Background: an optimization exercise with open tools, aiming at small area, a short achievable clock period and few clock cycles. Do not read the settings as production practice. Only simulation tests tie the RTL to the original design; equivalence was not proved. Power figures rest on the tool's default switching activity, not on a simulated workload.

==> flow/design.v, too long to show whole: its modules and the start of the top module <==
// module fcs_stats: 489 lines
// module fcs_sub20: 110 lines
// module fcs_isq6: 71 lines
// module fcs_sums: 656 lines
// module fcs_tst: 341 lines
module fcs_stats (
    input             clk,
    input             rst,
    input             req_valid,
    output            req_ready,
    input      [63:0] req_word,
    input             push_valid,
    input      [15:0] push_count,
    output reg        resp_valid,
    output     [31:0] resp_res,
    output     [55:0] resp_str,
    output     [2:0]  resp_len,
    output     [2:0]  resp_fault
);
  // ...
==> flow/run.sh <==
#!/bin/bash
# synth_recipe.tcl (not shown) runs the flow's synth.tcl, then flattens the netlist and writes it again
# the make line also repeats each setting of config.mk as NAME=value (left out here)
make -C /OpenROAD-flow-scripts/flow DESIGN_CONFIG=/design/flow/config.mk WORK_HOME=/design/flow/orfs CLKGATE_MAP_FILE= SYNTH_SCRIPT=/design/flow/synth_recipe.tcl finish
==> flow/config.mk <==
export PLATFORM = sky130hd
export DESIGN_NAME = fcs_stats
export DESIGN_NICKNAME = fcs_stats
export VERILOG_FILES = /design/flow/design.v
export SDC_FILE = /design/flow/constraint.sdc
export NUM_CORES = 4
export LEC_CHECK = 0
export ABC_AREA = 1
export CAP_MARGIN = 20
export CORE_MARGIN = 2
export CORE_UTILIZATION = 55
export PLACE_DENSITY = 0.7
export SETUP_SLACK_MARGIN = 1.5
export SLEW_MARGIN = 20
==> flow/constraint.sdc <==
create_clock -name core_clock -period 9.0 [get_ports {clk}]
set_input_delay 1.8000 -clock core_clock [delete_from_list [all_inputs] [get_ports {clk}]]
set_output_delay 1.8000 -clock core_clock [all_outputs]
set_load 0.01 [all_outputs]
==> results.toml, run 1 <==
[run]
maxCapViolations = 1

[routing]
routed.top_layer = "met5"
ant_nets = 0
wl_met3_mm = 12.8

[pwr]
p_leak_nw = 23.4
pwr-share-comb = 0.833
p_per_area_nw_per_um2 = 379
power-top-group = "combinational logic"
pwr-share-clk = 0.083

[timing]
slew_viol_final = 20
setup_viol = 0
fin_crit_ps = 7740
hold-worst-slack_ps = 466
relSlewSlack = -0.0254

[final_layout]
nets = 7087
antenna_cells = 4
layout-drive-gt1-share = 0.179
reg.largest.list = "rb: 128 flops, x: 24 flops, s_total: 19 flops"
n_all_buffers = 486
sh_seq_area = 0.166

[synthesis]
synth_xor_area_frac = 0.0265
syn_area_um2 = 42300
synthTopCellsByArea = "edfxtp_1 (15%), fa_1 (12%), nand2_1 (10%)"
async_reset_ff_frac = 0
syn_inst = 6086
synth_ff_type = "edfxtp_1"

[cts]
numCtsBuffers = 39
cts.clk_slew.worst_paths_ps = 60
hold_buffers = 0

[grt]
grt_util_met1 = 0.466
grt_antenna_before_repair = 7
gr-usage-all-layers = 0.368
grtUsageMet3 = 0.0554

[status]
status = "finished with violations"
so_faults = "capacitance limit, slew limit"

[placed_design]
post-place-ws_ps = -69.8

[setup_path]
cpMostUsedCell = "a21o_1"

[die]
row_count = 101
Testbench counts, summed over its fixed seeds: cycles 18,756.
==> module fcs_stats, before the edit <==
module fcs_stats (
    input             clk,
    input             rst,
    input             req_valid,
    output            req_ready,
    input      [63:0] req_word,
    input             push_valid,
    input      [15:0] push_count,
    output reg        resp_valid,
    output     [31:0] resp_res,
    output     [55:0] resp_str,
    output     [2:0]  resp_len,
    output     [2:0]  resp_fault
);
    localparam CAP = 8, SHORT = 4, W_HIGH = 4, T_UP = 100, T_DOWN = 80;
    localparam OP_RB_COPY      = 5'h0B;
    localparam OP_RB_SELECT    = 5'h0C;
    localparam OP_RB_STATS     = 5'h0D;
    localparam OP_RB_EXCURSION = 5'h0E;
    localparam OP_RB_DRIFT     = 5'h0F;
    localparam OP_RB_SHRINK    = 5'h10;
    localparam OP_SNAP_READ    = 5'h11;
    localparam OP_ISQRT        = 5'h12;
    localparam OP_FMT          = 5'h13;
    localparam F_NONE       = 3'd0;
    localparam F_ILLEGAL_OP = 3'd1;
    localparam F_BAD_WINDOW = 3'd5;
    localparam F_STATS_UNAV = 3'd6;
    localparam F_FMT_RANGE  = 3'd7;
    localparam SQ_RA = 6;
    localparam SQ_K  = 4;
    localparam SQ_N  = 2;
    localparam SQ_F  = 16 - SQ_RA - SQ_K * SQ_N;
    reg [15:0] rb [0:CAP-1];
    reg [2:0]  cursor;
    reg [3:0]  valid;
    wire [2:0] cursor_p = push_valid ? cursor + 3'd1 : cursor;
    wire [3:0] valid_p  = (push_valid && !valid[3]) ? valid + 4'd1 : valid;
    always @(posedge clk) begin
        if (push_valid)
            rb[cursor_p] <= push_count;
    end
    reg [7:0]  nxt_oh;
    reg [2:0]  c_cursor;
    reg [3:0]  c_valid;
    reg        range_hi;
    reg        s_avail;
    reg [3:0]  s_window;
    reg [18:0] s_total;
    reg [17:0] s_newer;
    reg [17:0] s_short;
    reg [15:0] s_rlong;
    reg        busy;           
    reg        st1;            
    reg        fl_e, fl_d;     
    reg        dr_wait;        
    reg        s_exc, s_drift;
    reg        dv_run;         
    reg [2:0]  dv_cnt;
    reg        sq_run;
    reg [1:0]  sq_cnt;
    reg [2:0]  fault_r;
    reg [3:0]  small_r;
    reg        t_snap, t_exc, t_drift, t_sqrt, t_fmt;
    reg [3:0]  snap_sel;
    reg [2:0]  f_p, f_d;
    reg [23:0] x;              
    reg [16:0] sq_rem;
    reg [15:0] sq_root;
    assign req_ready = !busy;
    wire accept = req_valid && !busy;
    wire [4:0]  op  = req_word[63:59];
    wire [10:0] rsv = req_word[58:48];
    wire [7:0]  opc = req_word[47:40];
    wire [7:0]  opb = req_word[39:32];
    wire [31:0] opa = req_word[31:0];
    reg legal;
    always @(*) begin
        case (op)
            OP_RB_COPY, OP_RB_EXCURSION, OP_RB_DRIFT, OP_RB_SHRINK:
                legal = (rsv == 0) && (opc == 0) && (opb == 0) && (opa == 0);
            OP_RB_SELECT, OP_RB_STATS, OP_ISQRT:
                legal = (rsv == 0) && (opc == 0) && (opb == 0);
            OP_SNAP_READ:
                legal = (rsv == 0) && (opc == 0) && (opa == 0) && (opb <= 8'd12);
            OP_FMT:
                legal = (rsv == 0);
            default:
                legal = 1'b0;
        endcase
    end
    reg next_hi;
    always @(*) begin
        next_hi = range_hi;
        if (!range_hi && opa > T_UP)
            next_hi = 1'b1;
        else if (range_hi && opa < T_DOWN)
            next_hi = 1'b0;
    end
    wire [3:0] sel_base   = next_hi ? W_HIGH : CAP;
    wire [3:0] sel_window = (sel_base < c_valid) ? sel_base : c_valid;
    wire       opa_small = (opa[31:4] == 28'd0);
    wire       win_bad   = !opa_small || (opa[3:0] < SHORT) || (opa[3:0] > c_valid);
    wire       win_fast  = (opa[3:0] == 4'd4) || (opa[3:0] == 4'd8);
    reg fmt_vok;
    always @(*) begin
        case (opc[2:0])
            3'd1:    fmt_vok = opa < 32'd10;
            3'd2:    fmt_vok = opa < 32'd100;
            3'd3:    fmt_vok = opa < 32'd1000;
            3'd4:    fmt_vok = opa < 32'd10000;
            3'd5:    fmt_vok = opa < 32'd100000;
            default: fmt_vok = opa < 32'd1000000;
        endcase
    end
    wire fmt_ok = (opc >= 8'd1) && (opc <= 8'd6) && (opb <= 8'd6) &&
                  (opb < opc) && fmt_vok;
    function [32:0] sq_row;    
        input [16:0] rem;
        input [15:0] root;
        input [1:0]  bits;
        reg   [18:0] rs;
        reg   [17:0] tr;
        reg   [19:0] df;
        begin
            rs = {rem, bits};
            tr = {root, 2'b01};
            df = {1'b0, rs} - {2'b0, tr};
            if (!df[19])
                sq_row = {df[16:0], root[14:0], 1'b1};
            else
                sq_row = {rs[16:0], root[14:0], 1'b0};
        end
    endfunction
    wire [2:0] ra6_r;
    wire [3:0] ra6_m;
    fcs_isq6 u_isq6 (.v(opa[31:26]), .r(ra6_r), .m(ra6_m));
    reg [16:0] ra_rem;  reg [15:0] ra_root;
    reg [16:0] it_rem;  reg [15:0] it_root;
    reg [15:0] fi_root;      
    integer r;
    always @(*) begin
        ra_rem = {13'd0, ra6_m}; ra_root = {13'd0, ra6_r};
        for (r = 3; r < SQ_RA; r = r + 1)
            {ra_rem, ra_root} = sq_row(ra_rem, ra_root, opa[31 - 2*r -: 2]);
        it_rem = sq_rem; it_root = sq_root;
        fi_root = sq_root;
        for (r = 0; r < SQ_K; r = r + 1) begin
            {it_rem, it_root} = sq_row(it_rem, it_root, x[23 - 2*r -: 2]);
            if (r == SQ_F - 1)
                fi_root = it_root;
        end
    end
    reg  [15:0] rbn [0:CAP-1];
    reg  [3:0]  a_sel, a_mn, a_mf;
    reg  [2:0]  age;
    integer j;
    always @(*) begin
        for (j = 0; j < CAP; j = j + 1)
            rbn[j] = (push_valid && nxt_oh[j]) ? push_count : rb[j];
        for (j = 0; j < 4; j = j + 1) begin
            age      = c_cursor - j[2:0];
            a_sel[j] = age[2];
            a_mn[j]  = (age[1:0] < 2'd2) ||
                       ((opa[3] || (opa[2] && opa[1])) && age[1:0] == 2'd2) ||
                       (opa[3] && age[1:0] == 2'd3);
            a_mf[j]  = opa[3] || (opa[2] && (age[1:0] < opa[1:0]));
        end
    end
    reg [15:0] nv [0:3];
    reg [15:0] nm [0:3];
    reg [15:0] fm [0:3];
    always @(*) begin
        for (j = 0; j < 4; j = j + 1) begin
            nv[j] = a_sel[j] ? rbn[j + 4] : rbn[j];
            nm[j] = nv[j] & {16{a_mn[j]}};
            fm[j] = (a_sel[j] ? rbn[j] : rbn[j + 4]) & {16{a_mf[j]}};
        end
    end
    wire [17:0] sum_short, sum_newer;
    wire [18:0] sum_total;
    fcs_sums u_sums (.n0(nv[0]), .n1(nv[1]), .n2(nv[2]), .n3(nv[3]),
                     .f0(fm[0]), .f1(fm[1]), .f2(fm[2]), .f3(fm[3]),
                     .m0(nm[0]), .m1(nm[1]), .m2(nm[2]), .m3(nm[3]),
                     .short(sum_short), .total(sum_total), .newer(sum_newer));
    function [3:0] div_st;    
        input [2:0] rm;
        input       b;
        input [2:0] w;
        reg   [3:0] t;
        begin
            t = {rm, b};
            if (t >= {1'b0, w})
                div_st = {1'b1, t[2:0] - w};
            else
                div_st = {1'b0, t[2:0]};
        end
    endfunction
    reg [2:0] dv_rm;
    reg [3:0] dv_q;
    integer   d;
    always @(*) begin
        dv_rm = sq_rem[2:0];
        for (d = 0; d < 4; d = d + 1)
            {dv_q[3 - d], dv_rm} = div_st(dv_rm, x[23 - d], s_window[2:0]);
    end
    wire [18:0] s_older  = s_total - {1'b0, s_newer};
    wire [15:0] s_rshort = s_short[17:2];
    wire        s_tolv   = (s_total != 19'd0);
    reg  [6:0]  s_tol;
    always @(*) begin
        if      (s_total == 19'd0)  s_tol = 7'd0;
        else if (s_total < 19'd4)    s_tol = 7'd100;
        else if (s_total < 19'd9)    s_tol = 7'd50;
        else if (s_total < 19'd16)   s_tol = 7'd33;
        else if (s_total < 19'd25)   s_tol = 7'd25;
        else if (s_total < 19'd36)   s_tol = 7'd20;
        else if (s_total < 19'd49)   s_tol = 7'd16;
        else if (s_total < 19'd64)   s_tol = 7'd14;
        else if (s_total < 19'd81)   s_tol = 7'd12;
        else if (s_total < 19'd100)  s_tol = 7'd11;
        else if (s_total < 19'd121)  s_tol = 7'd10;
        else if (s_total < 19'd144)  s_tol = 7'd9;
        else if (s_total < 19'd169)  s_tol = 7'd8;
        else if (s_total < 19'd225)  s_tol = 7'd7;
        else if (s_total < 19'd289)  s_tol = 7'd6;
        else if (s_total < 19'd441)  s_tol = 7'd5;
        else if (s_total < 19'd676)  s_tol = 7'd4;
        else if (s_total < 19'd1156) s_tol = 7'd3;
        else if (s_total < 19'd2601) s_tol = 7'd2;
        else if (s_total < 19'd10201) s_tol = 7'd1;
        else                          s_tol = 7'd0;
    end
    wire [19:0] eD, dD;
    fcs_sub20 u_esub (.a({4'd0, s_rlong}), .b({4'd0, s_rshort}), .d(eD));
    fcs_sub20 u_dsub (.a({1'b0, s_newer, 1'b0}), .b({1'b0, s_total}), .d(dD));
    wire [19:0] tD  = fl_e ? eD : dD;
    wire        tS  = tD[19];
    wire [18:0] tX  = tD[18:0] ^ {19{tS}};
    wire        tBig = (tX[18:11] != 8'd0) || (tS && (tX[10:0] == 11'h7FF));
    wire [13:0] thr = s_rlong[15:2];
    wire [23:0] tR1 = fl_e ? ~{6'd0, thr, 4'd0} : ~{2'd0, s_total, 3'd0};
    wire [23:0] tR2 = fl_e ? ~{8'd0, thr, 2'd0} : {5'd0, s_total};
    wire        tNeg;
    fcs_tst u_tst (.e(tX[10:0]), .s(tS), .r1(tR1), .r2(tR2), .c0(fl_e), .neg(tNeg));
    wire        t_fire = tBig || !tNeg;
    reg [31:0] snap_val;
    always @(*) begin
        case (snap_sel)
            4'd0:    snap_val = {31'd0, s_avail};
            4'd1:    snap_val = {28'd0, s_window};
            4'd2:    snap_val = {13'd0, s_total};
            4'd3:    snap_val = {14'd0, s_newer};
            4'd4:    snap_val = {13'd0, s_older};
            4'd5:    snap_val = {14'd0, s_short};
            4'd6:    snap_val = {16'd0, s_rlong};
            4'd7:    snap_val = {16'd0, s_rshort};
            4'd8:    snap_val = {25'd0, s_tol};
            4'd9:    snap_val = {31'd0, s_tolv};
            4'd10:   snap_val = {31'd0, range_hi};
            4'd11:   snap_val = {29'd0, c_cursor};
            default: snap_val = {28'd0, c_valid};
        endcase
    end
    function [3:0] add3;
        input [3:0] dg;
        case (dg)
            4'd5:    add3 = 4'd8;
            4'd6:    add3 = 4'd9;
            4'd7:    add3 = 4'd10;
            4'd8:    add3 = 4'd11;
            4'd9:    add3 = 4'd12;
            default: add3 = dg;
        endcase
    endfunction
    function [23:0] bin2bcd;
        input [19:0] v;
        reg   [23:0] b;
        integer i, k;
        begin
            b = 24'd0;
            for (i = 19; i >= 0; i = i - 1) begin
                for (k = 0; k < 6; k = k + 1)
                    b[4*k +: 4] = add3(b[4*k +: 4]);
                b = {b[22:0], v[i]};
            end
            bin2bcd = b;
        end
    endfunction
    wire [23:0] bcd = x[23:0];
    reg  [5:0]  blank;       
    reg  [55:0] fmt_str;
    wire [2:0]  fmt_len = (f_p != 3'd0) ? f_d + 3'd1 : f_d;
    reg         zabove;
    reg  [2:0]  jsel;
    reg         after, isdot, inr;
    reg  [3:0]  nib;
    reg         bl;
    integer     jj, k;
    always @(*) begin
        zabove = 1'b1;
        for (jj = 5; jj >= 0; jj = jj - 1) begin
            zabove    = zabove && (bcd[4*jj +: 4] == 4'd0);
            blank[jj] = zabove && (jj > f_p);
        end
        for (k = 0; k < 7; k = k + 1) begin
            after = (f_p != 3'd0) && ({1'b0, f_p} + k > {1'b0, f_d});
            isdot = (f_p != 3'd0) && ({1'b0, f_p} + k == {1'b0, f_d});
            inr   = (k < fmt_len);
            jsel  = f_d - 3'd1 - k[2:0] + {2'b0, after};
            nib   = bcd[4*jsel +: 4];
            bl    = blank[jsel];
            fmt_str[55 - 8*k -: 8] = !inr ? 8'h00 : isdot ? 8'h2E : bl ? 8'h20 : {4'h3, nib};
        end
    end
    assign resp_fault = fault_r;
    assign resp_res   = t_snap  ? snap_val :
                        t_exc   ? {31'd0, s_exc} :
                        t_drift ? {31'd0, s_drift} :
                        t_sqrt  ? {16'd0, fi_root} :
                        {28'd0, small_r};
    assign resp_str   = t_fmt ? fmt_str : 56'd0;
    assign resp_len   = t_fmt ? fmt_len : 3'd0;
    always @(posedge clk) begin
        if (rst) begin
            resp_valid <= 1'b0;
            busy       <= 1'b0;
            st1        <= 1'b0;
            fl_e       <= 1'b0;
            fl_d       <= 1'b0;
            dr_wait    <= 1'b0;
            dv_run     <= 1'b0;
            sq_run     <= 1'b0;
            cursor     <= 3'd7;
            nxt_oh     <= 8'd1;
            valid      <= 4'd0;
            c_cursor   <= 3'd7;
            c_valid    <= 4'd0;
            range_hi   <= 1'b0;
            s_avail    <= 1'b0;
            s_window   <= 4'd0;
            s_total    <= 19'd0;
            s_newer    <= 18'd0;
            s_short    <= 18'd0;
            s_rlong    <= 16'd0;
        end else begin
            resp_valid <= 1'b0;
            cursor <= cursor_p;
            nxt_oh <= push_valid ? {nxt_oh[6:0], nxt_oh[7]} : nxt_oh;
            valid  <= valid_p;
            st1  <= 1'b0;
            fl_e <= 1'b0;
            fl_d <= fl_e;
            if (fl_e)
                s_exc <= t_fire;
            else if (fl_d)
                s_drift <= t_fire;
            if (dr_wait) begin
                dr_wait    <= 1'b0;
                busy       <= 1'b0;
                resp_valid <= 1'b1;
            end
            if (st1) begin
                if (!(s_window[3] || s_window[2:0] == 3'd4)) begin
                    x      <= {1'b0, s_total, 4'd0};
                    sq_rem <= 17'd0;
                    dv_cnt <= 3'd0;
                    dv_run <= 1'b1;
                end
            end
            if (dv_run) begin
                s_rlong <= {s_rlong[11:0], dv_q};
                sq_rem  <= {14'd0, dv_rm};
                x       <= {x[19:0], 4'd0};
                dv_cnt  <= dv_cnt + 3'd1;
                if (dv_cnt == 3'd4) begin
                    dv_run     <= 1'b0;
                    fl_e       <= 1'b1;
                    busy       <= 1'b0;
                    resp_valid <= 1'b1;
                end
            end
            if (sq_run) begin
                sq_rem  <= it_rem;
                sq_root <= it_root;
                x       <= {x[23 - 2*SQ_K:0], {(2*SQ_K){1'b0}}};
                sq_cnt  <= sq_cnt + 2'd1;
                if (sq_cnt == SQ_N - 1) begin
                    sq_run     <= 1'b0;
                    busy       <= 1'b0;
                    resp_valid <= 1'b1;
                end
            end
            if (accept) begin
                fault_r <= F_NONE;
                small_r <= 4'd0;
                t_snap  <= 1'b0;
                t_exc   <= 1'b0;
                t_drift <= 1'b0;
                t_sqrt  <= 1'b0;
                t_fmt   <= 1'b0;
                resp_valid <= 1'b1;
                if (!legal) begin
                    fault_r <= F_ILLEGAL_OP;
                end else begin
                    case (op)
                    OP_RB_COPY: begin
                        c_cursor <= cursor_p;
                        c_valid  <= valid_p;
                    end
                    OP_RB_SELECT: begin
                        range_hi <= next_hi;
                        small_r  <= sel_window;
                    end
                    OP_RB_STATS: begin
                        if (c_valid < SHORT) begin
                            s_avail  <= 1'b0;
                            s_window <= 4'd0;
                            s_total  <= 19'd0;
                            s_newer  <= 18'd0;
                            s_short  <= 18'd0;
                            s_rlong  <= 16'd0;
                        end else if (win_bad) begin
                            fault_r <= F_BAD_WINDOW;
                        end else begin
                            s_avail  <= 1'b1;
                            s_window <= opa[3:0];
                            small_r  <= 4'd1;
                            s_short    <= sum_short;
                            s_newer    <= sum_newer;
                            s_total    <= sum_total;
                            s_rlong    <= opa[3] ? sum_total[18:3] : sum_total[17:2];
                            st1        <= 1'b1;
                            fl_e       <= win_fast;
                            if (!win_fast) begin
                                busy       <= 1'b1;
                                resp_valid <= 1'b0;
                            end
                        end
                    end
                    OP_RB_EXCURSION: begin
                        if (!s_avail) fault_r <= F_STATS_UNAV;
                        else          t_exc   <= 1'b1;
                    end
                    OP_RB_DRIFT: begin
                        if (!s_avail) begin
                            fault_r <= F_STATS_UNAV;
                        end else begin
                            t_drift <= 1'b1;
                            if (fl_e) begin
                                dr_wait    <= 1'b1;
                                busy       <= 1'b1;
                                resp_valid <= 1'b0;
                            end
                        end
                    end
                    OP_RB_SHRINK: begin
                        valid <= (valid_p > SHORT) ? SHORT : valid_p;
                    end
                    OP_SNAP_READ: begin
                        t_snap   <= 1'b1;
                        snap_sel <= opb[3:0];
                    end
                    OP_ISQRT: begin
                        t_sqrt     <= 1'b1;
                        sq_rem     <= ra_rem;
                        sq_root    <= ra_root;
                        x          <= {opa[31 - 2*SQ_RA:0], {(24 - 32 + 2*SQ_RA){1'b0}}};
                        sq_cnt     <= 2'd0;
                        sq_run     <= 1'b1;
                        busy       <= 1'b1;
                        resp_valid <= 1'b0;
                    end
                    default: begin   
                        if (!fmt_ok) begin
                            fault_r <= F_FMT_RANGE;
                        end else begin
                            t_fmt <= 1'b1;
                            x     <= bin2bcd(opa[19:0]);
                            f_p   <= opb[2:0];
                            f_d   <= opc[2:0];
                        end
                    end
                    endcase
                end
            end
        end
    end
endmodule
==> run 2: changes to the inputs <==
--- a/flow/design.v
+++ b/flow/design.v
@@ -42,3 +42,2 @@
     end
-    reg [7:0]  nxt_oh;
     reg [2:0]  c_cursor;
@@ -63,3 +62,3 @@
     reg [3:0]  small_r;
-    reg        t_snap, t_exc, t_drift, t_sqrt, t_fmt;
+    reg        t_snap, t_exc, t_drift, t_sqrt;
     reg [3:0]  snap_sel;
@@ -103,3 +102,2 @@
     wire       win_bad   = !opa_small || (opa[3:0] < SHORT) || (opa[3:0] > c_valid);
-    wire       win_fast  = (opa[3:0] == 4'd4) || (opa[3:0] == 4'd8);
     reg fmt_vok;
@@ -153,4 +151,4 @@
     end
-    reg  [15:0] rbn [0:CAP-1];
     reg  [3:0]  a_sel, a_mn, a_mf;
+    reg  [3:0]  st_sel, st_mn, st_mf;
     reg  [2:0]  age;
@@ -158,4 +156,2 @@
     always @(*) begin
-        for (j = 0; j < CAP; j = j + 1)
-            rbn[j] = (push_valid && nxt_oh[j]) ? push_count : rb[j];
         for (j = 0; j < 4; j = j + 1) begin
@@ -174,5 +170,5 @@
         for (j = 0; j < 4; j = j + 1) begin
-            nv[j] = a_sel[j] ? rbn[j + 4] : rbn[j];
-            nm[j] = nv[j] & {16{a_mn[j]}};
-            fm[j] = (a_sel[j] ? rbn[j] : rbn[j + 4]) & {16{a_mf[j]}};
+            nv[j] = st_sel[j] ? rb[j + 4] : rb[j];
+            nm[j] = nv[j] & {16{st_mn[j]}};
+            fm[j] = (st_sel[j] ? rb[j] : rb[j + 4]) & {16{st_mf[j]}};
         end
@@ -289,25 +285,30 @@
     endfunction
-    wire [23:0] bcd = x[23:0];
+    wire [2:0]  ipart   = f_d - f_p;
+    wire        has_dot = (f_p != 3'd0);
+    wire [2:0]  fmt_len = has_dot ? f_d + 3'd1 : f_d;
     reg  [5:0]  blank;       
     reg  [55:0] fmt_str;
-    wire [2:0]  fmt_len = (f_p != 3'd0) ? f_d + 3'd1 : f_d;
-    reg         zabove;
-    reg  [2:0]  jsel;
-    reg         after, isdot, inr;
+    reg         zpre;
+    reg  [2:0]  sl;
     reg  [3:0]  nib;
-    reg         bl;
-    integer     jj, k;
+    reg         bl, isdot, inr;
+    integer     s, k;
     always @(*) begin
-        zabove = 1'b1;
-        for (jj = 5; jj >= 0; jj = jj - 1) begin
-            zabove    = zabove && (bcd[4*jj +: 4] == 4'd0);
-            blank[jj] = zabove && (jj > f_p);
+        zpre = 1'b1;
+        for (s = 0; s < 6; s = s + 1) begin
+            zpre     = zpre && (x[23 - 4*s -: 4] == 4'd0);
+            blank[s] = zpre && ({1'b0, s[2:0]} + 4'd1 < {1'b0, ipart});
         end
         for (k = 0; k < 7; k = k + 1) begin
-            after = (f_p != 3'd0) && ({1'b0, f_p} + k > {1'b0, f_d});
-            isdot = (f_p != 3'd0) && ({1'b0, f_p} + k == {1'b0, f_d});
-            inr   = (k < fmt_len);
-            jsel  = f_d - 3'd1 - k[2:0] + {2'b0, after};
-            nib   = bcd[4*jsel +: 4];
-            bl    = blank[jsel];
+            isdot = has_dot && (ipart == k[2:0]);
+            sl    = (has_dot && k[2:0] > ipart) ? k[2:0] - 3'd1 : k[2:0];
+            case (sl)
+                3'd0:    begin nib = x[23:20]; bl = blank[0]; end
+                3'd1:    begin nib = x[19:16]; bl = blank[1]; end
+                3'd2:    begin nib = x[15:12]; bl = blank[2]; end
+                3'd3:    begin nib = x[11:8];  bl = blank[3]; end
+                3'd4:    begin nib = x[7:4];   bl = blank[4]; end
+                default: begin nib = x[3:0];   bl = blank[5]; end
+            endcase
+            inr   = (k[2:0] < fmt_len);
             fmt_str[55 - 8*k -: 8] = !inr ? 8'h00 : isdot ? 8'h2E : bl ? 8'h20 : {4'h3, nib};
@@ -321,4 +322,4 @@
                         {28'd0, small_r};
-    assign resp_str   = t_fmt ? fmt_str : 56'd0;
-    assign resp_len   = t_fmt ? fmt_len : 3'd0;
+    assign resp_str   = fmt_str;
+    assign resp_len   = fmt_len;
     always @(posedge clk) begin
@@ -334,3 +335,2 @@
             cursor     <= 3'd7;
-            nxt_oh     <= 8'd1;
             valid      <= 4'd0;
@@ -348,3 +348,2 @@
             cursor <= cursor_p;
-            nxt_oh <= push_valid ? {nxt_oh[6:0], nxt_oh[7]} : nxt_oh;
             valid  <= valid_p;
@@ -363,4 +362,12 @@
             if (st1) begin
-                if (!(s_window[3] || s_window[2:0] == 3'd4)) begin
-                    x      <= {1'b0, s_total, 4'd0};
+                s_short <= sum_short;
+                s_newer <= sum_newer;
+                s_total <= sum_total;
+                if (s_window[3] || s_window[2:0] == 3'd4) begin
+                    s_rlong    <= s_window[3] ? sum_total[18:3] : sum_total[17:2];
+                    fl_e       <= 1'b1;
+                    busy       <= 1'b0;
+                    resp_valid <= 1'b1;
+                end else begin
+                    x      <= {1'b0, sum_total, 4'd0};
                     sq_rem <= 17'd0;
@@ -400,3 +407,4 @@
                 t_sqrt  <= 1'b0;
-                t_fmt   <= 1'b0;
+                f_p     <= 3'd0;
+                f_d     <= 3'd0;
                 resp_valid <= 1'b1;
@@ -428,12 +436,8 @@
                             small_r  <= 4'd1;
-                            s_short    <= sum_short;
-                            s_newer    <= sum_newer;
-                            s_total    <= sum_total;
-                            s_rlong    <= opa[3] ? sum_total[18:3] : sum_total[17:2];
+                            st_sel     <= a_sel;
+                            st_mn      <= a_mn;
+                            st_mf      <= a_mf;
                             st1        <= 1'b1;
-                            fl_e       <= win_fast;
-                            if (!win_fast) begin
-                                busy       <= 1'b1;
-                                resp_valid <= 1'b0;
-                            end
+                            busy       <= 1'b1;
+                            resp_valid <= 1'b0;
                         end
@@ -477,4 +481,3 @@
                         end else begin
-                            t_fmt <= 1'b1;
-                            x     <= bin2bcd(opa[19:0]);
+                            x     <= bin2bcd(opa[19:0]) << (4 * (3'd6 - opc[2:0]));
                             f_p   <= opb[2:0];
--- a/flow/config.mk
+++ b/flow/config.mk
@@ -12,3 +12,3 @@
 export PLACE_DENSITY = 0.7
-export SETUP_SLACK_MARGIN = 1.5
+export SETUP_SLACK_MARGIN = 1.0
 export SLEW_MARGIN = 20
==> run 2 against run 1 <==
Effect of this change: now clean on timing, DRC and antenna; die area is 7.0% lower; clock-buffer cell count is 1 higher; synthesized cell count is 11% lower; sequential share of layout area is 2.8 points higher; first-iteration DRC count is 8.0% lower; setup slack worse by 120 ps; clock skew is 13 ps lower; flip-flop and latch count is 3 higher; critical endpoint is now sq_rem[11]$_DFFE_PN_.
==> results.toml, run 2 <==
[status]
status = "finished clean"

[placed_design]
dpl.cell_count = 6431
dpl_cell_area_um2 = 42000
port_buffers = 152
dp_hpwl_mm = 103
gp_congestion = 0.998

[setup_path]
path_max_fanout = 13
end_kind = "register"
cpPeakStageDelay_ps = 380
cpMostUsedCell = "nand2_1"
cpMaxStageDelayCell = "edfxtp_1"
cp-start-kind = "register"
worst_ep_arrival_time_ps = 8210
worst-endpoint-required_ps = 9350
worst-path-buf-inv = 12
cpLargestDelayFamily = "simple AND/OR/NAND/NOR gates"
critPathKind = "reg -> reg"

[routing]
post_drt_wl_per_cell_um = 20.1
vias = 38500
wl_mm = 132
drcViolationCount = 0
wl_met2_mm = 58.9
routed.top_layer = "met5"
ant_nets = 0
m1WireLength_mm = 56.2
firstDrtPassIters = 6
drt_iter0_drc = 4128
vias_per_cell = 5.85
wl_met3_mm = 12.4

[synthesis]
syn_area_um2 = 39300
ys_types = 77
synth-edff-count = 225
synth_commonest_cells = "nand2_1 (1050), inv_1 (810), nor2_1 (522)"
synthTopCellsByArea = "edfxtp_1 (17%), fa_1 (13%), nand2_1 (10%)"
yosysMostFrequentCell = "nand2_1"
synth_ff_type = "edfxtp_1"
seq_area_frac_synth = 0.223
avgSynthCellArea_um2 = 7.28
synth_top_area_frac = 0.172
synth_warnings = 8
synth-seq-cells = 324
async_reset_ff_frac = 0
syn_inst = 5396
yosysTopAreaCell = "edfxtp_1"

[final_layout]
layout-drive-gt1-share = 0.126
final_area_um2 = 45200
nets = 6252
syn_to_final_growth_pct = 15.0
stdcell_count = 6578
final_util = 0.642
fillCellCount = 6334
regArea_um2 = 8750
regMostFlops = "rb"
multi_input_area_um2 = 27600
layout_common_cells = "nand2_1 (1020), inv_1 (781), nor2_1 (494)"
reg.largest.list = "rb: 128 flops, x: 24 flops, s_total: 19 flops"
largest_register_ffs = 128
mostFrequentLayoutCell = "nand2_1"

[die]
fp.dieW_um = 271
io_pins = 180
die_h_um = 271
row_count = 97
start_util = 0.558
die-area_um2 = 73500
core_um2 = 70400

[cts]
hold_buffers = 0
cts-root-buf = "clkbuf_16"
cts_tree = "done"
insertion_delay_ps = 610
cts_htree_levels = 2
cts_sinks = 324
numCtsBuffers = 39
cts_buffer_depth = 3
cts.clk_slew.worst_paths_ps = 60

[pwr]
ir_drop_v = 0.00178
seqPwrFrac = 0.100
p_switching_mw = 9.65
pwr-share-clk = 0.097
pwr-share-comb = 0.804
sw_frac_of_total = 0.575
p_leak_nw = 20.4
p_int_mw = 7.13
p_per_area_nw_per_um2 = 372

[grt]
gr-usage-all-layers = 0.347
grt_start_max_net_pins = 73
grt_pass1_vias = 35900
grt_antenna_before_repair = 4
gr-total-overflow = 0
grt_pass1_wl_mm = 202

[timing]
worst_pin_slew_ps = 1100
fmax_mhz = 127
relSlewSlack = 0.265
rsz0062_at_grt = "true"
hold-worst-slack_ps = 505
fin_crit_ps = 7860
setup-tns-final_ps = 0
finalCritPeriodShare = 0.874
clock_skew_ps = 34.8
slew_viol_final = 0
hold_viol_final = 0
setup_viol = 0

[run]
maxCapViolations = 0

[min_path]
hp-class = "reg -> reg"
==> run 2: changes by cell type after synthesis, moves of 29 or more <==
cell	before	now
inv_1	950	810
clkbuf_1	187	136
a211oi_1	48	101
o21ai_0	561	384
nand2_1	1176	1050
nor2_1	569	522
a21oi_1	500	362
o32ai_1	38	7
ha_1	332	303
==> run 2: cell families after synthesis <==
family / count (synthesis) / share of synthesized area
multiplexers: 5 / 0.00127
AO/OA/AOI/OAI: 1222 / 0.188
adder cells (fa/ha/maj): 561 / 0.228
other: 2 / 0.000191
flip-flops: 324 / 0.223
buffers and inverters: 1078 / 0.106
AND/OR/NAND/NOR: 2083 / 0.226
XOR/XNOR: 121 / 0.0270
==> run 2: worst min-delay path: cells and delay by family, from the launching register on <==
family,cells,cell delay (ps)
AOI/OAI and AO/OA,1,50
DFF,1,320
and+or+nand+nor,1,90
==> run 2: timing repair <==
| action | 4_1_cts | 5_1_grt |
|---|---|---|
| setup buffers | 10 | 61 |
| cloned | 2 | 2 |
| pin swaps | 9 | 93 |
| resized for setup | 68 | 300 |
| setup endpoints to repair | 23 | 44 |
==> run 2: layout make-up <==
| cell class | instances | share of cell area |
|---|---|---|
| multi-input cells | 4021 | 0.612 |
| flip-flops and latches | 324 | 0.194 |
| inverters | 894 | 0.0752 |
| repair buffers | 327 | 0.0646 |
| well taps | 940 | 0.0260 |
| clock buffers | 57 | 0.0249 |
| clock inverters | 14 | 0.00374 |
| diodes | 1 | 0.0000554 |
==> run 2: final timing paths <==
| check | startpoint | endpoint | slack [ps] | cells after the start |
|---|---|---|---|---|
| worst max-delay path | x[23]$_DFFE_PN_ | sq_rem[11]$_DFFE_PN_ | 1140 | 53 |
| worst min-delay path | s_short[1]$_SDFF_PP0_ | s_short[1]$_SDFF_PP0_ | 510 | 2 |
| worst max register to register | x[23]$_DFFE_PN_ | sq_rem[11]$_DFFE_PN_ | 1140 | 53 |
| worst min register to register | s_short[1]$_SDFF_PP0_ | s_short[1]$_SDFF_PP0_ | 510 | 2 |
==> run 2: stage by stage <==
| step | power (mW) | worst slack, ps |
|---|---|---|
| 5_1_grt | 18.5 | 630 |
| 2_1_floorplan | 11.4 | 1060 |
| 3_5_place_dp | 14.0 | 75.9 |
| 3_3_place_gp | 13.8 | 235 |
| 4_1_cts | 15.7 | 1010 |
| 6_report | 16.8 | 1140 |
==> run 2: per-layer routing <==
metal | vias up | track usage
li1 | 18300 | -
met1 | 18200 | 0.481
met2 | 1667 | 0.550
met3 | 297 | 0.0700
met4 | 8 | 0.0988
met5 | - | 0
==> run 2: power groups by stage <==
stage / Clock (mW) / Combinational (mW) / Sequential [mW]
2_1_floorplan: 0 / 9.72 / 1.69
3_3_place_gp: 0 / 12.1 / 1.70
3_5_place_dp: 0 / 12.3 / 1.70
4_1_cts: 1.63 / 12.4 / 1.67
5_1_grt: 1.69 / 15.2 / 1.67
6_report: 1.62 / 13.5 / 1.67
Testbench counts of run 2, summed over its fixed seeds: cycles 20,287.
==> run 3: changes to the inputs <==
--- a/flow/config.mk
+++ b/flow/config.mk
@@ -11,2 +11,3 @@
 export CORE_UTILIZATION = 55
+export CTS_BUF_LIST = sky130_fd_sc_hd__clkbuf_8
 export PLACE_DENSITY = 0.7
==> run 3 against run 2 <==
Effect of this change: worst hold slack better by 5.5 ps; wire length down 0.24%; global-route usage about the same; sequential share of layout area up 0.13 points; flip-flop and latch count unchanged; critical path depth down 1; register-to-register slack better by 70 ps.
==> results.toml, run 3 <==
[die]
die-area_um2 = 73500
core_um2 = 70400
io_pins = 180
start_util = 0.558
die_h_um = 271
fp.dieW_um = 271
row_count = 97

[timing]
hold-worst-slack_ps = 511
finalCritPeriodShare = 0.866
relSlewSlack = 0.276
fmax_mhz = 128
rsz0062_at_grt = "true"
slew_viol_final = 0
worst_pin_slew_ps = 1090
hold_viol_final = 0
timing.final.ws_setup_ps = 1210
clock_skew_ps = 61.2
setup_viol = 0
fin_crit_ps = 7790
setup-tns-final_ps = 0

[synthesis]
seq_area_frac_synth = 0.223
synth_top_area_frac = 0.172
synthTopCellsByArea = "edfxtp_1 (17%), fa_1 (13%), nand2_1 (10%)"
synth-compound-area-share = 0.188
synth_warnings = 8
synthSimpleGateAreaFrac = 0.226
synth_commonest_cells = "nand2_1 (1050), inv_1 (810), nor2_1 (522)"
yosysTopAreaCell = "edfxtp_1"
yosysMostFrequentCell = "nand2_1"
synth-seq-cells = 324
synth_ff_type = "edfxtp_1"
avgSynthCellArea_um2 = 7.28
ys_types = 77
synth_xor_area_frac = 0.0270
async_reset_ff_frac = 0
syn_inst = 5396
syn_area_um2 = 39300
synth_fa_ha_area_frac = 0.228
synth-edff-count = 225
synthMuxAreaShare = 0.00127
synth_top_family_by_area = "adder cells"

[setup_path]
end_kind = "register"
cpLargestDelayFamily = "compound AO/OA/AOI/OAI gates"
cp-start-kind = "register"
worst-endpoint-required_ps = 9440
path_max_fanout = 24
worst-path-buf-inv = 8
worst_ep_arrival_time_ps = 8230
cpMaxStageDelayCell = "edfxtp_1"
cpMostUsedCell = "nand2_1"
critPathKind = "reg -> reg"
cpPeakStageDelay_ps = 430

[routing]
vias = 38700
ant_nets = 0
drt_iter0_drc = 3885
vias_per_cell = 5.85
post_drt_wl_per_cell_um = 19.9
wl_mm = 132
drcViolationCount = 0
firstDrtPassIters = 6

[placed_design]
gp_congestion = 0.998
port_buffers = 152
post-place-ws_ps = 75.9
dpl.cell_count = 6431
dp_hpwl_mm = 103
dpl_cell_area_um2 = 42000

[final_layout]
regMostFlops = "rb"
final_area_um2 = 44900
layout-drive-gt1-share = 0.121
final_util = 0.637
fillCellCount = 6410
nets = 6259
layout_common_cells = "nand2_1 (1037), inv_1 (801), nor2_1 (498)"
mostFrequentLayoutCell = "nand2_1"
reg.largest.list = "rb: 128 flops, x: 24 flops, s_total: 19 flops"
largest_register_ffs = 128
syn_to_final_growth_pct = 14.3
stdcell_count = 6603

[cts]
numCtsBuffers = 59
cts_htree_levels = 2
cts-root-buf = "clkbuf_8"
insertion_delay_ps = 740
cts_sinks = 324
cts.clk_slew.worst_paths_ps = 60
cts_tree = "done"
cts_buffer_depth = 3
hold_buffers = 0

[min_path]
hp-class = "reg -> reg"

[pwr]
p_leak_nw = 20.4
p_per_area_nw_per_um2 = 365
ir_drop_v = 0.00170
total_power_mw = 16.4

[grt]
grt_pass1_wl_mm = 202
grt_start_max_net_pins = 73
gr-usage-all-layers = 0.347
gr-total-overflow = 0
grt_pass1_vias = 36200
grt_antenna_before_repair = 5

[run]
maxCapViolations = 0

[status]
status = "finished clean"
==> run 3: cell families after synthesis <==
logic type,Yosys count
and+or+nand+nor,2083
AOI/OAI and AO/OA,1222
buffers and inverters,1078
adders and majority gates,561
DFF,324
xor gates and xnor gates,121
muxes,5
other,2
==> run 3: path summary, 6_finish.rpt <==
check | from | endpoint | slack (ps) | cells past startpoint
worst max register to register | sq_rem[1]$_DFFE_PN_ | sq_rem[11]$_DFFE_PN_ | 1210 | 52
worst max-delay path | sq_rem[1]$_DFFE_PN_ | sq_rem[11]$_DFFE_PN_ | 1210 | 52
worst min register to register | s_short[0]$_SDFF_PP0_ | s_short[0]$_SDFF_PP0_ | 510 | 2
worst min-delay path | s_short[0]$_SDFF_PP0_ | s_short[0]$_SDFF_PP0_ | 510 | 2
==> run 3: cell type report <==
type	count	area, um2	share of cell area
timing repair buffer	313	2830	0.0631
inverter	894	3400	0.0758
timing repair inverter	1	5.00	0.000112
antenna	2	5.00	0.000112
multi-input combinational	4021	27500	0.612
clock buffer	64	881	0.0196
clock inverter	44	349	0.00778
sequential	324	8760	0.195
tap	940	1180	0.0262
==> run 3: where the power goes <==
part	switching [mW]	leakage, nW	internal [mW]
registers	0.0307	2.89	1.64
clock network	0.701	0.712	0.807
logic	8.78	16.8	4.43
==> run 3: worst register-to-register path, delay by kind of cell, from the launching register on <==
kind | cells | cell delay (ps)
compound gates | 19 | 2480
simple gates | 19 | 2110
fa+ha+maj | 4 | 1230
buf+inv | 8 | 930
flops | 1 | 430
xor+xnor | 2 | 370
==> run 3: what timing repair did <==
| item | 4_1_cts | 5_1_grt |
|---|---|---|
| cloned | 2 | 3 |
| gates resized for setup | 67 | 256 |
| setup buffers | 11 | 46 |
| endpoints found under the hold margin | 0 | 0 |
| pin swaps | 8 | 71 |
| setup endpoints to repair | 23 | 44 |
==> run 3: metal layers <==
layer,GRT usage,up-vias,part of all wire
met5,0,-,0.00040
met4,0.105,8,0.035
met3,0.0740,300,0.093
met2,0.546,1750,0.44
met1,0.478,18200,0.43
li1,-,18400,-
==> run 4: changes to the inputs <==
--- a/flow/config.mk
+++ b/flow/config.mk
@@ -15 +15,2 @@
 export SLEW_MARGIN = 20
+export TNS_END_PERCENT = 10
==> run 4 against run 3 <==
Effect of this change: flip-flop and latch count unchanged; critical path type is now reg -> out; sequential share of layout area about the same; synthesized cell count unchanged; largest power group unchanged; setup slack worse by 54 ps; power down 0.23%; core utilization down 0.11 points; clock-buffer cell count unchanged; maximum frequency down 0.69%; non-clock buffer count up 3; worst hold slack worse by 1.3 ps; still clean on timing, DRC and antenna; global-route usage about the same.
==> results.toml, run 4 <==
[status]
status = "finished clean"

[final_layout]
largest_register_ffs = 128
mostFrequentLayoutCell = "nand2_1"
layout_common_cells = "nand2_1 (1039), inv_1 (804), nor2_1 (501)"
reg.largest.list = "rb: 128 flops, x: 24 flops, s_total: 19 flops"
final_util = 0.636
regMostFlops = "rb"
syn_to_final_growth_pct = 14.1
nets = 6263
layout-drive-gt1-share = 0.118
fillCellCount = 6422
stdcell_count = 6606

[pwr]
p_leak_nw = 20.4
seqPwrFrac = 0.102
sw_frac_of_total = 0.580
ir_drop_v = 0.00168
p_switching_mw = 9.49
pwr-share-comb = 0.806
p_per_area_nw_per_um2 = 365
p_int_mw = 6.87
pwr-share-clk = 0.092
total_power_mw = 16.4

[timing]
rsz0062_at_grt = "true"
setup-tns-final_ps = 0
timing.final.ws_setup_ps = 1160
fin_crit_ps = 7840
finalCritPeriodShare = 0.872
worst_pin_slew_ps = 1080
clock_skew_ps = 57.6
slew_viol_final = 0
fmax_mhz = 127
relSlewSlack = 0.279
hold_viol_final = 0
setup_viol = 0

[synthesis]
synth_warnings = 8
syn_area_um2 = 39300
synth-seq-cells = 324
yosysTopAreaCell = "edfxtp_1"
synthTopCellsByArea = "edfxtp_1 (17%), fa_1 (13%), nand2_1 (10%)"
synth_top_family_by_area = "adder cells"
async_reset_ff_frac = 0
synth_commonest_cells = "nand2_1 (1050), inv_1 (810), nor2_1 (522)"
avgSynthCellArea_um2 = 7.28
synth_ff_type = "edfxtp_1"
synth-edff-count = 225
synth_xor_area_frac = 0.0270
syn_inst = 5396
synthSimpleGateAreaFrac = 0.226
synthMuxAreaShare = 0.00127
yosysMostFrequentCell = "nand2_1"
synth_top_area_frac = 0.172
synth_fa_ha_area_frac = 0.228
synth-compound-area-share = 0.188
ys_types = 77
seq_area_frac_synth = 0.223

[setup_path]
worst_ep_arrival_time_ps = 6040
cpPeakStageDelay_ps = 650
cpMostUsedCell = "nand2_1"
end_kind = "primary output"
cpMaxStageDelayCell = "clkdlybuf4s50_1"
path_max_fanout = 4
worst-endpoint-required_ps = 7200
cp-start-kind = "register"
critPathKind = "reg -> out"

[grt]
gr-total-overflow = 0
gr-usage-all-layers = 0.347
grt_pass1_vias = 36200
grt_pass1_wl_mm = 202
grt_antenna_before_repair = 5
grt_start_max_net_pins = 73

[routing]
vias = 38600
vias_per_cell = 5.85
drcViolationCount = 0
drt_iter0_drc = 4058
ant_nets = 0
post_drt_wl_per_cell_um = 19.9
firstDrtPassIters = 8
wl_mm = 132

[die]
start_util = 0.558
row_count = 97
die_h_um = 271
fp.dieW_um = 271
core_um2 = 70400
die-area_um2 = 73500
io_pins = 180

[placed_design]
post-place-ws_ps = 75.9
port_buffers = 152
gp_congestion = 0.998
dp_hpwl_mm = 103
dpl.cell_count = 6431

[cts]
cts_sinks = 324
cts_htree_levels = 2
cts.clk_slew.worst_paths_ps = 60
insertion_delay_ps = 740
cts_tree = "done"
numCtsBuffers = 59
cts-root-buf = "clkbuf_8"
hold_buffers = 0
cts_buffer_depth = 3

[run]
maxCapViolations = 0

[min_path]
hp-class = "reg -> reg"
## run 4: critical path, delay by kind of cell (launching register included)
kind | cells | cell delay [ps]
compound gates | 13 | 2040
simple gates | 11 | 1160
buf+inv | 4 | 970
fa+ha+maj | 2 | 570
flops | 1 | 430
xor+xnor | 1 | 170
## run 4: layout make-up
| type | instances | area (um2) | area share |
|---|---|---|---|
| multi-input combinational | 4021 | 27400 | 0.611 |
| sequential | 324 | 8750 | 0.195 |
| inverter | 894 | 3400 | 0.0759 |
| timing repair buffer | 316 | 2840 | 0.0634 |
| tap | 940 | 1180 | 0.0263 |
| clock buffer | 64 | 881 | 0.0197 |
| clock inverter | 44 | 349 | 0.00779 |
| timing repair inverter | 2 | 10.0 | 0.000223 |
| antenna | 1 | 2.50 | 0.0000559 |
## run 4: metrics by stage
step	instance area, um2	hold slack, ps
after global routing	44800	516
after global placement	42000	494
after CTS	43600	501
final	44800	509
after detailed placement	42000	493
after floorplan	39400	442
## run 4: layer usage
metal | vias up | routed length [um] | part of all wire | track usage
met3 | 290 | 12400 | 0.094 | 0.0731
met5 | - | 53 | 0.00040 | 0
met4 | 8 | 4420 | 0.034 | 0.105
met2 | 1764 | 58500 | 0.44 | 0.547
met1 | 18200 | 56200 | 0.43 | 0.479
li1 | 18400 | - | - | -
## run 4: cell families (layout without fill, tap and decap cells)
group | count (synthesis) | after routing
buffers and inverters | 1078 | 1320
AO/OA/AOI/OAI | 1222 | 1222
XOR/XNOR | 121 | 121
multiplexers | 5 | 5
flip-flops | 324 | 324
other | 2 | 29
adder cells (fa/ha/maj) | 561 | 561
AND/OR/NAND/NOR | 2083 | 2084
## run 4: final timing paths
| check | from | endpoint | slack (ps) | cells past startpoint |
|---|---|---|---|---|
| worst max-delay path | sq_rem[1]$_DFFE_PN_ | resp_res[0] | 1160 | 31 |
| worst min-delay path | s_short[0]$_SDFF_PP0_ | s_short[0]$_SDFF_PP0_ | 510 | 2 |
| worst max register to register | sq_rem[1]$_DFFE_PN_ | sq_rem[11]$_DFFE_PN_ | 1210 | 52 |
| worst min register to register | s_short[0]$_SDFF_PP0_ | s_short[0]$_SDFF_PP0_ | 510 | 2 |
## run 4: power by group through the flow
stage	clock [mW]	combinational [mW]	sequential, mW
3_5_place_dp	0	12.3	1.70
2_1_floorplan	0	9.72	1.69
3_3_place_gp	0	12.1	1.70
6_report	1.51	13.2	1.67
5_1_grt	1.58	14.9	1.67
4_1_cts	1.52	12.4	1.67
## run 4: what timing repair did
action | CTS | global route
pin swaps | 8 | 68
buffers inserted | 10 | 50
cloned | 2 | 4
endpoints found under the hold margin | 0 | 0
gates resized for setup | 65 | 233
setup endpoints to repair | 23 | 44
==> run 5: changes to the inputs <==
--- a/flow/config.mk
+++ b/flow/config.mk
@@ -11,3 +11,3 @@
 export CORE_UTILIZATION = 55
-export CTS_BUF_LIST = sky130_fd_sc_hd__clkbuf_8
+export CTS_BUF_LIST = sky130_fd_sc_hd__clkbuf_4
 export PLACE_DENSITY = 0.7
@@ -15,2 +15 @@
 export SLEW_MARGIN = 20
-export TNS_END_PERCENT = 10
==> run 5 against run 4 <==
Effect of this change: die area stayed put; critical path depth up 22; wire length grew 0.78%; first-iteration DRC count shrank 1.9%; non-clock buffer count rose by 16; clock-buffer cell count is 76 higher; global-route usage up 0.14 points; maximum frequency barely moved; setup slack improved by 2.5 ps; sequential share of layout area shrank 0.10 points; synthesized cell count is the same; largest power group unchanged.
==> results.toml, run 5 <==
[min_path]
holdCritStartpoint = "s_short[1]$_SDFF_PP0_"
hp-class = "reg -> reg"

[final_layout]
nets = 6313
syn_to_final_growth_pct = 14.7
stdcell_count = 6688
reg.largest.list = "rb: 128 flops, x: 24 flops, s_total: 19 flops"
layout_common_cells = "nand2_1 (1034), inv_1 (786), nor2_1 (502)"
final_area_um2 = 45000
largest_register_ffs = 128
mostFrequentLayoutCell = "nand2_1"
layout-drive-gt1-share = 0.132
regMostFlops = "rb"

[setup_path]
r2r-start = "sq_root[1]$_DFFE_PN_"
startpoint = "sq_root[1]$_DFFE_PN_"
end_kind = "register"
cpMostUsedCell = "nand2_1"
worst_ep_arrival_time_ps = 8450
cp-start-kind = "register"
rrSetupSlack_ps = 1160
worst-endpoint-required_ps = 9610
path_max_fanout = 24
cpPeakStageDelay_ps = 400
cpMaxStageDelayCell = "edfxtp_1"
critPathKind = "reg -> reg"

[synthesis]
async_reset_ff_frac = 0
synth-edff-count = 225
synthTopCellsByArea = "edfxtp_1 (17%), fa_1 (13%), nand2_1 (10%)"
ys_types = 77
synth_commonest_cells = "nand2_1 (1050), inv_1 (810), nor2_1 (522)"
yosysMostFrequentCell = "nand2_1"
avgSynthCellArea_um2 = 7.28
yosysTopAreaCell = "edfxtp_1"
synth_warnings = 8
seq_area_frac_synth = 0.223
synth_top_area_frac = 0.172
synth-seq-cells = 324
syn_inst = 5396
synth_ff_type = "edfxtp_1"
syn_area_um2 = 39300

[die]
fp.dieW_um = 271
start_util = 0.558
row_count = 97
die-area_um2 = 73500
core_um2 = 70400
io_pins = 180
die_h_um = 271

[grt]
grt_pass1_vias = 36400
top_usage_layer = "met2"
grt_util_met1 = 0.482
grt_start_max_net_pins = 73
grt_pass1_wl_mm = 203
gr-total-overflow = 0
grt_antenna_before_repair = 8
met2_usage = 0.548
gr-usage-all-layers = 0.348
grtUsageMet3 = 0.0720

[routing]
vias_per_cell = 5.82
drcViolationCount = 0
vias = 38900
wl_mm = 133
ant_nets = 0
drt_iter0_drc = 3980
post_drt_wl_per_cell_um = 19.8
firstDrtPassIters = 7

[pwr]
p_int_mw = 6.85
seqPwrFrac = 0.102
p_per_area_nw_per_um2 = 363
p_switching_mw = 9.51
pwr-share-clk = 0.092
sw_frac_of_total = 0.581
p_leak_nw = 20.5
ir_drop_v = 0.00167
pwr-share-comb = 0.806

[timing]
fin_crit_ps = 7840
finalCritPeriodShare = 0.871
slew_viol_final = 0
relSlewSlack = 0.275
setup-tns-final_ps = 0
clock_skew_ps = 87.7
hold-worst-slack_ps = 509
worst_pin_slew_ps = 1090
hold_viol_final = 0
rsz0062_at_grt = "true"
fmax_mhz = 128
setup_viol = 0

[cts]
cts_tree = "done"
cts.clk_slew.worst_paths_ps = 70
cts_sinks = 324
cts-root-buf = "clkbuf_4"
cts_buffer_depth = 3
insertion_delay_ps = 900
hold_buffers = 0
cts_htree_levels = 3
numCtsBuffers = 93

[placed_design]
dp_hpwl_mm = 103
dpl.cell_count = 6431
dpl_cell_area_um2 = 42000
gp_congestion = 0.998
port_buffers = 152

[run]
maxCapViolations = 0

[status]
status = "finished clean"
==> run 5: cell counts after synthesis <==
Identical to the previous run, type by type.
==> run 5: area by class of cell <==
cell class / instances / area (um2)
repair inverters: 2 / 12.5
repair buffers: 332 / 2990
flip-flops and latches: 324 / 8750
diodes: 3 / 7.51
clock inverters: 32 / 219
well taps: 940 / 1180
fillers: 6402 / 25400
clock buffers: 140 / 1050
multi-input cells: 4021 / 27400
inverters: 894 / 3390
==> run 5: logic make-up after synthesis <==
family | count (synthesis) | synth area share
compound gates | 1222 | 0.188
xor+xnor | 121 | 0.0270
fa+ha+maj | 561 | 0.228
buf+inv | 1078 | 0.106
flops | 324 | 0.223
mux | 5 | 0.00127
other cells | 2 | 0.000191
simple gates | 2083 | 0.226
==> run 5: metal layers <==
layer  part of all wire  vias to the layer above
li1                   -                    18500
met1               0.43                    18400
met2               0.45                     1755
met3              0.096                      269
met4              0.032                       10
met5            0.00054                        -
==> run 5: per-stage QoR <==
stage	worst slack, ps	power, mW	utilization
after global routing	709	18.1	0.640
after CTS	1010	15.6	0.620
after global placement	235	13.8	0.597
final	1160	16.4	0.640
after detailed placement	75.9	14.0	0.597
after floorplan	1060	11.4	-
==> run 5: final timing paths <==
kind                                              end  cells after the start
worst max-delay path             sq_rem[12]$_DFFE_PN_                     53
worst min-delay path            s_short[1]$_SDFF_PP0_                      2
worst max register to register   sq_rem[12]$_DFFE_PN_                     53
worst min register to register  s_short[1]$_SDFF_PP0_                      2
==> run 5: repair_timing <==
| action | 4_1_cts | 5_1_grt |
|---|---|---|
| resized for setup | 67 | 232 |
| pin swaps | 7 | 87 |
| setup buffers | 12 | 64 |
| gates cloned | 1 | 5 |
| setup endpoints to repair | 23 | 45 |
==> run 5: power groups by stage <==
| stage | Sequential [mW] | Clock [mW] | Combinational [mW] |
|---|---|---|---|
| floorplan | 1.69 | 0 | 9.72 |
| global placement | 1.70 | 0 | 12.1 |
| detailed placement | 1.70 | 0 | 12.3 |
| CTS | 1.67 | 1.52 | 12.4 |
| global route | 1.67 | 1.60 | 14.8 |
| finish | 1.67 | 1.50 | 13.2 |
==> run 5: worst max-delay path, delay by kind of cell, from the launching register on <==
family	cells	cell delay, ps
compound gates	21	3130
xor+xnor	1	130
fa+ha+maj	3	770
buf+inv	6	770
flops	1	400
simple gates	22	2420
==> run 6: changes to the inputs <==
--- a/flow/config.mk
+++ b/flow/config.mk
@@ -10,5 +10,4 @@
 export CORE_MARGIN = 2
-export CORE_UTILIZATION = 55
-export CTS_BUF_LIST = sky130_fd_sc_hd__clkbuf_4
-export PLACE_DENSITY = 0.7
+export CORE_UTILIZATION = 65
+export PLACE_DENSITY = 0.8
 export SETUP_SLACK_MARGIN = 1.0
==> run 6 against run 5 <==
Effect of this change: core utilization is 12 points higher; critical path depth grew 2; synthesized cell count is the same; sequential share of layout area decreased by 0.18 points; non-clock buffer count up 10; flip-flop and latch count stayed put; clock power increased by 11%; combinational power is 5% higher; global-route usage is 5.8 points higher; area after synthesis did not move; via count rose by 2.7%; register-to-register slack got worse by 360 ps; critical path type unchanged; critical endpoint unchanged.
==> results.toml, run 6 <==
[final_layout]
layout-drive-gt1-share = 0.131
mostFrequentLayoutCell = "nand2_1"
reg.largest.list = "rb: 128 flops, x: 24 flops, s_total: 19 flops"
nets = 6267
layout_common_cells = "nand2_1 (1015), inv_1 (780), nor2_1 (499)"
fillCellCount = 4549
regMostFlops = "rb"
largest_register_ffs = 128
final_area_um2 = 45400
syn_to_final_growth_pct = 15.7

[die]
fp.dieW_um = 250
row_count = 90
start_util = 0.654
die-area_um2 = 62400
die_h_um = 250
io_pins = 180
core_um2 = 60000

[pwr]
p_per_area_nw_per_um2 = 380
ir_drop_v = 0.00181
p_leak_nw = 20.6

[routing]
firstDrtPassIters = 8
drt_iter0_drc = 4378
ant_nets = 0
vias = 40000
drcViolationCount = 0
post_drt_wl_per_cell_um = 21.0
wl_mm = 135
vias_per_cell = 6.21

[synthesis]
synth_fa_ha_area_frac = 0.228
yosysMostFrequentCell = "nand2_1"
avgSynthCellArea_um2 = 7.28
synthSimpleGateAreaFrac = 0.226
synth-edff-count = 225
synth-compound-area-share = 0.188
synth_top_family_by_area = "adder cells"
yosysTopAreaCell = "edfxtp_1"
async_reset_ff_frac = 0
syn_area_um2 = 39300
synth_commonest_cells = "nand2_1 (1050), inv_1 (810), nor2_1 (522)"
synthTopCellsByArea = "edfxtp_1 (17%), fa_1 (13%), nand2_1 (10%)"
synth-seq-cells = 324
syn_inst = 5396
synth_top_area_frac = 0.172
synth_warnings = 8
seq_area_frac_synth = 0.223
synth_xor_area_frac = 0.0270
synthMuxAreaShare = 0.00127
ys_types = 77
synth_ff_type = "edfxtp_1"

[setup_path]
path_max_fanout = 8
end_kind = "register"
rr_worst_depth = 55
critPathKind = "reg -> reg"
cp-start-kind = "register"
cpPeakStageDelay_ps = 440
cpMaxStageDelayCell = "edfxtp_1"
worst_ep_arrival_time_ps = 8540
cpMostUsedCell = "nand2_1"
worst-endpoint-required_ps = 9340

[placed_design]
dp_hpwl_mm = 100
dpl_cell_area_um2 = 41800
port_buffers = 152
gp_congestion = 1.04

[min_path]
hold_path_depth = 2
hp-class = "reg -> reg"

[grt]
gr-total-overflow = 0
grt_start_max_net_pins = 72
grt_antenna_before_repair = 2
grt_pass1_vias = 36900
gr-usage-all-layers = 0.406
grt_pass1_wl_mm = 199

[cts]
cts_tree = "done"
cts_buffer_depth = 3
hold_buffers = 0
numCtsBuffers = 39
insertion_delay_ps = 620
cts_htree_levels = 2
cts.clk_slew.worst_paths_ps = 60
cts-root-buf = "clkbuf_16"
cts_sinks = 324

[timing]
rsz0062_at_grt = "true"
worst_pin_slew_ps = 1300
hold-worst-slack_ps = 522
setup_viol = 0
finalCritPeriodShare = 0.911
slew_viol_final = 0
fmax_mhz = 122
hold_viol_final = 0
relSlewSlack = 0.126
fin_crit_ps = 8200
setup-tns-final_ps = 0
clock_skew_ps = 43.0

[status]
status = "finished clean"

[run]
maxCapViolations = 0
[run 6: timing repair]
action	in CTS	in global routing
gates resized for setup	58	359
pin swaps	7	86
endpoints found under the setup margin	25	44
cloned	1	3
setup buffers	17	72
[run 6: kinds of logic after synthesis]
family	after synthesis
fa+ha+maj	561
xor+xnor	121
buf+inv	1078
mux	5
flops	324
compound gates	1222
simple gates	2083
other cells	2
[run 6: worst max-delay path: cells and delay by family, from the launching register on]
family,cells,cell delay (ps)
XOR/XNOR,1,230
adder cells (fa/ha/maj),4,1160
flip-flops,1,440
AO/OA/AOI/OAI,16,1990
buffers and inverters,8,1210
AND/OR/NAND/NOR,26,2890
[run 6: where the power goes]
group          internal, mW  leakage (nW)  switching [mW]
logic                  4.73          17.0            9.19
registers              1.64          2.89          0.0305
clock network         0.952         0.649           0.718
[run 6: area by class of cell]
type,count,area (um2),area share
clock buffer,51,1080,0.0239
sequential,324,8750,0.193
antenna,2,5.00,0.000110
clock inverter,20,250,0.00551
multi-input combinational,4021,27800,0.613
tap,782,978,0.0215
inverter,894,3390,0.0747
timing repair buffer,342,3120,0.0686
[run 6: stage by stage]
stage	cells	utilization	total power, mW	worst slack, ps
2_1_floorplan	5422	-	11.4	1060
3_3_place_gp	6270	0.696	13.7	470
3_5_place_dp	6270	0.696	13.9	291
4_1_cts	6359	0.724	15.8	975
5_1_grt	6434	0.757	18.8	457
6_report	6436	0.757	17.3	801
[run 6: path summary, 6_finish.rpt]
kind                                       startpoint                    end  slack (ps)
worst max-delay path              sq_rem[1]$_DFFE_PN_   sq_rem[12]$_DFFE_PN_         800
worst min-delay path            s_short[0]$_SDFF_PP0_  s_short[0]$_SDFF_PP0_         520
worst min register to register  s_short[0]$_SDFF_PP0_  s_short[0]$_SDFF_PP0_         520
worst max register to register    sq_rem[1]$_DFFE_PN_   sq_rem[12]$_DFFE_PN_         800
[run 6: routing by layer]
layer / track usage / part of all wire / vias up
li1: - / - / 18400
met1: 0.544 / 0.38 / 18500
met2: 0.630 / 0.44 / 2528
met3: 0.0845 / 0.12 / 574
met4: 0.194 / 0.062 / 4
met5: 0 / 0.00020 / -
==> run 7: changes to the inputs <==
--- a/flow/config.mk
+++ b/flow/config.mk
@@ -10,4 +10,5 @@
 export CORE_MARGIN = 2
-export CORE_UTILIZATION = 65
-export PLACE_DENSITY = 0.8
+export CORE_UTILIZATION = 45
+export CTS_BUF_LIST = sky130_fd_sc_hd__clkbuf_8
+export PLACE_DENSITY = 0.65
 export SETUP_SLACK_MARGIN = 1.0
==> run 7 against run 6 <==
Effect of this change: via count shrank 4.1%; maximum frequency grew 7.6%; clock power shrank 12%; final cell count rose by 6.1%; non-clock buffer count down 25; clock-buffer cell count increased by 13; synthesized cell count is the same; combinational power shrank 3%; die area grew 44%; sequential share of layout area grew 0.20 points; first-iteration DRC count fell by 22%; critical path type unchanged; critical endpoint is now s_drift$_DFFE_PP_.
==> results.toml, run 7 <==
[pwr]
sw_frac_of_total = 0.589
p_leak_nw = 20.3
pwr-share-comb = 0.811
p_switching_mw = 9.80
ir_drop_v = 0.00134
p_per_area_nw_per_um2 = 370
seqPwrFrac = 0.100
pwr-share-clk = 0.088
p_int_mw = 6.85

[cts]
cts_htree_levels = 2
cts_tree = "done"
insertion_delay_ps = 730
cts.clk_slew.worst_paths_ps = 60
cts_sinks = 324
cts_buffer_depth = 3
cts-root-buf = "clkbuf_8"
hold_buffers = 0
numCtsBuffers = 60

[die]
core_um2 = 86600
io_pins = 180
fp.dieW_um = 299
die_h_um = 299
start_util = 0.453
die-area_um2 = 89600
row_count = 108

[timing]
relSlewSlack = 0.219
hold-worst-slack_ps = 474
setup_viol = 0
rsz0062_at_grt = "false"
hold_viol_final = 0
timing.final.ws_setup_ps = 1380
fin_crit_ps = 7620
worst_pin_slew_ps = 1170
slew_viol_final = 0
fmax_mhz = 131
finalCritPeriodShare = 0.847
clock_skew_ps = 61.8
setup-tns-final_ps = 0

[setup_path]
cp-start-kind = "register"
worst-endpoint-required_ps = 9430
worst-path-buf-inv = 10
cpMostUsedCell = "nor2_1"
cpMaxStageDelayCell = "fa_1"
worst_ep_arrival_time_ps = 8060
cpPeakStageDelay_ps = 530
end_kind = "register"
critPathKind = "reg -> reg"
cpLargestDelayFamily = "adder cells"
path_max_fanout = 8

[final_layout]
mostFrequentLayoutCell = "nand2_1"
largest_register_ffs = 128
nets = 6264
layout_common_cells = "nand2_1 (1032), inv_1 (808), nor2_1 (504)"
reg.largest.list = "rb: 128 flops, x: 24 flops, s_total: 19 flops"
final_area_um2 = 45000
regMostFlops = "rb"
layout-drive-gt1-share = 0.121
final_util = 0.520
syn_to_final_growth_pct = 14.6

[placed_design]
gp_congestion = 0.999
port_buffers = 152
post-place-ws_ps = 392
dp_hpwl_mm = 108
dpl_cell_area_um2 = 42300

[grt]
grt_antenna_before_repair = 5
gr-usage-all-layers = 0.296
grt_start_max_net_pins = 71
gr-total-overflow = 0
grt_pass1_vias = 36100
grt_pass1_wl_mm = 207

[synthesis]
ys_types = 77
synthTopCellsByArea = "edfxtp_1 (17%), fa_1 (13%), nand2_1 (10%)"
syn_area_um2 = 39300
synth_commonest_cells = "nand2_1 (1050), inv_1 (810), nor2_1 (522)"
yosysTopAreaCell = "edfxtp_1"
avgSynthCellArea_um2 = 7.28
seq_area_frac_synth = 0.223
synth-edff-count = 225
syn_inst = 5396
synth-seq-cells = 324
async_reset_ff_frac = 0
yosysMostFrequentCell = "nand2_1"
synth_warnings = 8
synth_top_area_frac = 0.172
synth_ff_type = "edfxtp_1"

[routing]
firstDrtPassIters = 6
ant_nets = 0
post_drt_wl_per_cell_um = 19.9
wl_mm = 136
drcViolationCount = 0
vias = 38300
vias_per_cell = 5.61
drt_iter0_drc = 3406

[status]
status = "finished clean"

[min_path]
hp-class = "reg -> reg"

[run]
maxCapViolations = 0
[run 7: cell types whose count changed in the layout (fill, tap and decap cells not counted), moves of 14 or more]
cell / change
buf_4: -16
clkbuf_16: -43
clkbuf_8: +62
inv_1: +28
nand2_1: +17
o21ai_0: +14
[run 7: per-stage QoR]
stage | total power [mW] | cells
after global placement | 14.2 | 6645
final | 16.7 | 6826
after floorplan | 11.4 | 5422
after detailed placement | 14.3 | 6645
after CTS | 15.8 | 6765
after global routing | 18.4 | 6825
[run 7: worst min-delay path, delay by kind of cell (launching register included)]
kind / cells / cell delay [ps]
flip-flops: 1 / 320
AND/OR/NAND/NOR: 1 / 60
AO/OA/AOI/OAI: 1 / 50
[run 7: layout make-up]
cell class                      count  area (um2)
Multi-Input combinational cell   4021       27400
Inverter                          894        3390
Fill cell                        8436       41600
Timing Repair inverter              1        5.00
Antenna cell                        3        7.51
Timing Repair Buffer              317        2830
Clock buffer                       64         881
Tap cell                         1155        1450
Sequential cell                   324        8760
Clock inverter                     47         325
[run 7: cell families after synthesis]
| family | Yosys count | synth area share |
|---|---|---|
| AO/OA/AOI/OAI | 1222 | 0.188 |
| XOR/XNOR | 121 | 0.0270 |
| adder cells (fa/ha/maj) | 561 | 0.228 |
| buffers and inverters | 1078 | 0.106 |
| flip-flops | 324 | 0.223 |
| multiplexers | 5 | 0.00127 |
| other | 2 | 0.000191 |
| AND/OR/NAND/NOR | 2083 | 0.226 |
[run 7: path summary, 6_finish.rpt]
kind / start / endpoint / slack (ps) / cells after the start
worst min register to register: s_short[0]$_SDFF_PP0_ / s_short[0]$_SDFF_PP0_ / 470 / 2
worst min-delay path: s_short[0]$_SDFF_PP0_ / s_short[0]$_SDFF_PP0_ / 470 / 2
worst max register to register: s_newer[0]$_SDFF_PP0_ / s_drift$_DFFE_PP_ / 1380 / 42
worst max-delay path: s_newer[0]$_SDFF_PP0_ / s_drift$_DFFE_PP_ / 1380 / 42
[run 7: metal layers]
metal,routed length (um),vias to the layer above,track usage
li1,-,18400,-
met1,59400,18100,0.412
met2,60300,1513,0.466
met4,5930,4,0.116
met5,21,-,0
met3,10400,297,0.0395
[run 7: power groups by stage]
stage	clock network (mW)	logic (mW)	registers [mW]
after global routing	1.55	15.2	1.67
after floorplan	0	9.72	1.69
after global placement	0	12.5	1.70
final	1.47	13.5	1.67
after detailed placement	0	12.6	1.70
after CTS	1.48	12.7	1.67
[run 7: timing repair]
| item | CTS | global route |
|---|---|---|
| resized for setup | 38 | 238 |
| pin swaps | 9 | 70 |
| cloned | 0 | 2 |
| setup buffers | 9 | 56 |
| endpoints found under the setup margin | 23 | 44 |

Re-timed with assumed drivers on the ports (clkbuf_16 on the clock, buf_2 on other inputs), run 7 has 1.377 ns of setup slack against 1.377 ns with ideal ports, and 0.794 ns once port delays also move by the mid clock arrival of 0.764 ns.
